What follows belongs to an exercise in optimizing a design on an open flow for small area, a short achievable clock period and few clock cycles per item; a production flow would make more cautious choices.
Only simulation tests tie the RTL to the original design; equivalence was not proved.

the reference run:
## gps_codec
module gps_codec (
    input  wire        clk,
    input  wire        rst,
    input  wire        in_valid,
    output wire        in_ready,
    input  wire        fix,
    input  wire [7:0]  num_sat,
    input  wire [31:0] lat,
    input  wire [31:0] lon,
    input  wire [15:0] speed,
    input  wire [31:0] alt,
    input  wire [15:0] dist_home,
    input  wire [15:0] dir_home,
    output reg         out_valid,
    input  wire        out_ready,
    output wire [15:0] speed_kmh,
    output wire        lat_south,
    output wire [15:0] lat_degmin,
    output wire [15:0] lat_sec,
    output wire        lon_west,
    output wire [15:0] lon_degmin,
    output wire [15:0] lon_sec,
    output wire [15:0] dist_out,
    output wire [15:0] alt_out,
    output wire [7:0]  num_sat_out,
    output wire [7:0]  fix_char,
    output wire [7:0]  dir_out
);
For scale: roughly 3200 cells after synthesis, roughly 130 flip-flops, roughly 19000 sq um of cells after synthesis.
==> flow/config.mk <==
export PLATFORM = sky130hd
export DESIGN_NAME = gps_codec
export DESIGN_NICKNAME = gps_codec
export VERILOG_FILES = /design/flow/design.v
export SDC_FILE = /design/flow/constraint.sdc
export NUM_CORES = 4
export LEC_CHECK = 0
export ABC_AREA = 1
export CAP_MARGIN = 20
export CORE_MARGIN = 2
export CORE_UTILIZATION = 65
export CTS_BUF_LIST = sky130_fd_sc_hd__clkbuf_4 sky130_fd_sc_hd__clkbuf_8
export PLACE_DENSITY = 0.75
export SLEW_MARGIN = 20
==> flow/constraint.sdc <==
create_clock -name core_clock -period 120.0 [get_ports {clk}]
set_input_delay 24.0000 -clock core_clock [delete_from_list [all_inputs] [get_ports {clk}]]
set_output_delay 24.0000 -clock core_clock [all_outputs]
set_load 0.01 [all_outputs]
standard.sh (not shown) runs the stock make flow with config.mk's settings and CLKGATE_MAP_FILE= SYNTH_SCRIPT=/design/flow/synth_recipe.tcl, a recipe that flattens the netlist after the stock synthesis.
==> flow/flow/run.sh <==
#!/bin/bash
# The standard layout with these changes:
#  - synthesis skips ORFS's full/half-adder extraction and maps with
#    flow/abc_area.script instead of ORFS's abc script (everything else in
#    synth_recipe.tcl and ORFS's synth.tcl is unchanged: synth -nofsm -noshare,
#    flatten, the same renames);
#  - each port is buffered with the smallest buffer cell;
#  - the setup repair after CTS and global routing works on every path
#    with less than 71.7 ns of slack.
# Each tool's output goes to a log of its own here and under orfs/logs.
set -euo pipefail
HERE=$(pwd)
sed -e "s#^\( *\)log_cmd abc {\*}\$abc_args#\1set abc_args [lreplace \$abc_args 1 1 $HERE/flow/abc_area.script]\n\1log_cmd abc {*}\$abc_args#" \
    -e '/# Technology mapping of adders/,/# Technology mapping of latches/{/# Technology mapping of latches/!d}' \
    "$FLOW_HOME/scripts/synth.tcl" > "$HERE/synth_custom.tcl"
grep -q "abc_area.script" "$HERE/synth_custom.tcl"
! grep -q "extract_fa" "$HERE/synth_custom.tcl"
sed "s#source \$::env(SCRIPTS_DIR)/synth.tcl#source $HERE/synth_custom.tcl#" synth_recipe.tcl > "$HERE/synth_recipe_custom.tcl"
grep -q "synth_custom.tcl" "$HERE/synth_recipe_custom.tcl"
sed "s#SYNTH_SCRIPT=[^ ]*#SYNTH_SCRIPT=$HERE/synth_recipe_custom.tcl#" standard.sh > "$HERE/standard_custom.sh"
grep -q "synth_recipe_custom.tcl" "$HERE/standard_custom.sh"
bash "$HERE/standard_custom.sh" BUFFER_PORTS_ARGS="-buffer_cell sky130_fd_sc_hd__buf_1" SETUP_SLACK_MARGIN=71.7 finish > make_finish.log 2>&1
==> flow/flow/abc_area.script <==
strash; &get -n; &fraig -x; &put; scorr; dc2; strash; dch -f; amap; topo; stime -c; dnsize -c
The reference run closes out successfully: all stages finished, all timing, DRC and antenna checks passed.
Testbench counts of the reference run, summed over its fixed seeds: cycles 8,008, items 8,000.
Inputs modified between the reference run and the trial run:
--- a/flow/flow/run.sh
+++ b/flow/flow/run.sh
@@ -5,7 +5,7 @@
 #    synth_recipe.tcl and ORFS's synth.tcl is unchanged: synth -nofsm -noshare,
 #    flatten, the same renames);
-#  - each port is buffered with the smallest buffer cell;
-#  - the setup repair after CTS and global routing works on every path
-#    with less than 71.7 ns of slack.
+#  - each port is buffered with the smallest buffer cell; after global
+#    placement, smallest buffers and inverters that drive more than eight
+#    loads are upsized (flow/post_gpl.tcl).
 # Each tool's output goes to a log of its own here and under orfs/logs.
 set -euo pipefail
@@ -20,3 +20,3 @@
 sed "s#SYNTH_SCRIPT=[^ ]*#SYNTH_SCRIPT=$HERE/synth_recipe_custom.tcl#" standard.sh > "$HERE/standard_custom.sh"
 grep -q "synth_recipe_custom.tcl" "$HERE/standard_custom.sh"
-bash "$HERE/standard_custom.sh" BUFFER_PORTS_ARGS="-buffer_cell sky130_fd_sc_hd__buf_1" SETUP_SLACK_MARGIN=71.7 finish > make_finish.log 2>&1
+bash "$HERE/standard_custom.sh" BUFFER_PORTS_ARGS="-buffer_cell sky130_fd_sc_hd__buf_1" POST_GLOBAL_PLACE_TCL="$HERE/flow/post_gpl.tcl" finish > make_finish.log 2>&1
==> flow/flow/post_gpl.tcl (new file) <==
# After port buffering and global placement: a buffer or inverter of the
# smallest size that drives many loads (such as a sign bit) is upsized.
foreach inst [get_cells *] {
  set master [get_property $inst ref_name]
  if { ![regexp {^sky130_fd_sc_hd__(buf|inv|clkinv)_1$} $master -> kind] } { continue }
  set opin [get_pins -of_objects $inst -filter "direction == output"]
  set net [get_nets -of_objects $opin]
  set fo [llength [get_pins -of_objects $net -filter "direction == input"]]
  if { $fo > 8 } {
    set new [expr { $kind eq "buf" ? "sky130_fd_sc_hd__buf_4" : "sky130_fd_sc_hd__inv_4" }]
    puts "[get_full_name $inst] ($master): fanout $fo, $new"
    replace_cell $inst $new
  }
}

# The path from out_ready to in_ready has only a few cells between two
# ports; give each cell on it (port buffers included) the next drive strength.
proc upsize_one { inst } {
  set master [get_property $inst ref_name]
  if { [regexp {^(sky130_fd_sc_hd__[a-z0-9]+)_([0-9]+)$} $master -> base size] } {
    set new "${base}_[expr { $size * 2 }]"
    if { [llength [get_lib_cells -quiet */$new]] > 0 } {
      puts "[get_full_name $inst] ($master): $new"
      replace_cell $inst $new
    }
  }
}
set pin [get_pins -of_objects [get_nets -of_objects [get_ports in_ready]] -filter "direction == output"]
for { set i 0 } { $i < 4 && [llength $pin] == 1 } { incr i } {
  set inst [get_cells -of_objects $pin]
  upsize_one $inst
  set ins [get_pins -of_objects $inst -filter "direction == input"]
  set pin {}
  foreach p $ins {
    set drv [get_pins -quiet -of_objects [get_nets -of_objects $p] -filter "direction == output"]
    if { [llength $drv] == 1 } {
      set net [get_nets -of_objects $p]
      if { [llength [get_ports -quiet -of_objects $net]] == 0 } { set pin $drv }
    } else {
      # input port buffer's driver is the port itself: stop there
    }
  }
}
==> comparison <==
- The trial run terminated abnormally: 3_3_place_gp reported STA-0100.
- The post-synthesis instance total was comparable across the reference run and the trial run.
- Comparing the trial run against the reference run, there is no change at all in number of placed I/O pins.
- There was hardly any difference in synthesized area per cell between the reference run and the trial run.
- Reported for the reference run and the trial run, number of synthesized flops with an enable pin turned out identical to the last digit.
- On simple-gate area share of the yosys netlist, the reference run and the trial run are basically level.
- The complex-gate fraction of the synthesized area was comparable across the reference run and the trial run.
- As far as number of buffers added on ports goes, the trial run and the reference run are indistinguishable; the numbers are identical.
- Diff the reference run -> the trial run: xor and xnor fraction of the mapped netlist area roughly the same; effective utilization at floorplan roughly the same.

## what the ideal ports hide
The results above use ideal ports. As a check the final layout listed here was re-extracted and re-timed, cells and wires unchanged.
Step 1 (the two cells are an assumption about what drives the block):
set clk [get_ports {clk}]
set_driving_cell -lib_cell sky130_fd_sc_hd__clkbuf_16 $clk
set_driving_cell -lib_cell sky130_fd_sc_hd__buf_2 [delete_from_list [all_inputs] $clk]
Step 2 moves the port delays by t, midway between the first and last clock arrival at a register: inputs arrive t later, outputs are due t later. That takes back most of the time a late clock gives input paths.
a / b / c = ideal ports / drivers / drivers and shift; a / b = the first two.
run: the reference run
t, ns: 0.516
setup WS [ns]: 71.633 / 71.613 / 71.613
worst setup path at the end: input to output
clock arrival spread, ns: 0.018 / 0.019
After both steps setup and hold are still met in the reference run. The setup slack of the reference run moves by -0.020 ns with the drivers and by -0.020 ns with both steps.
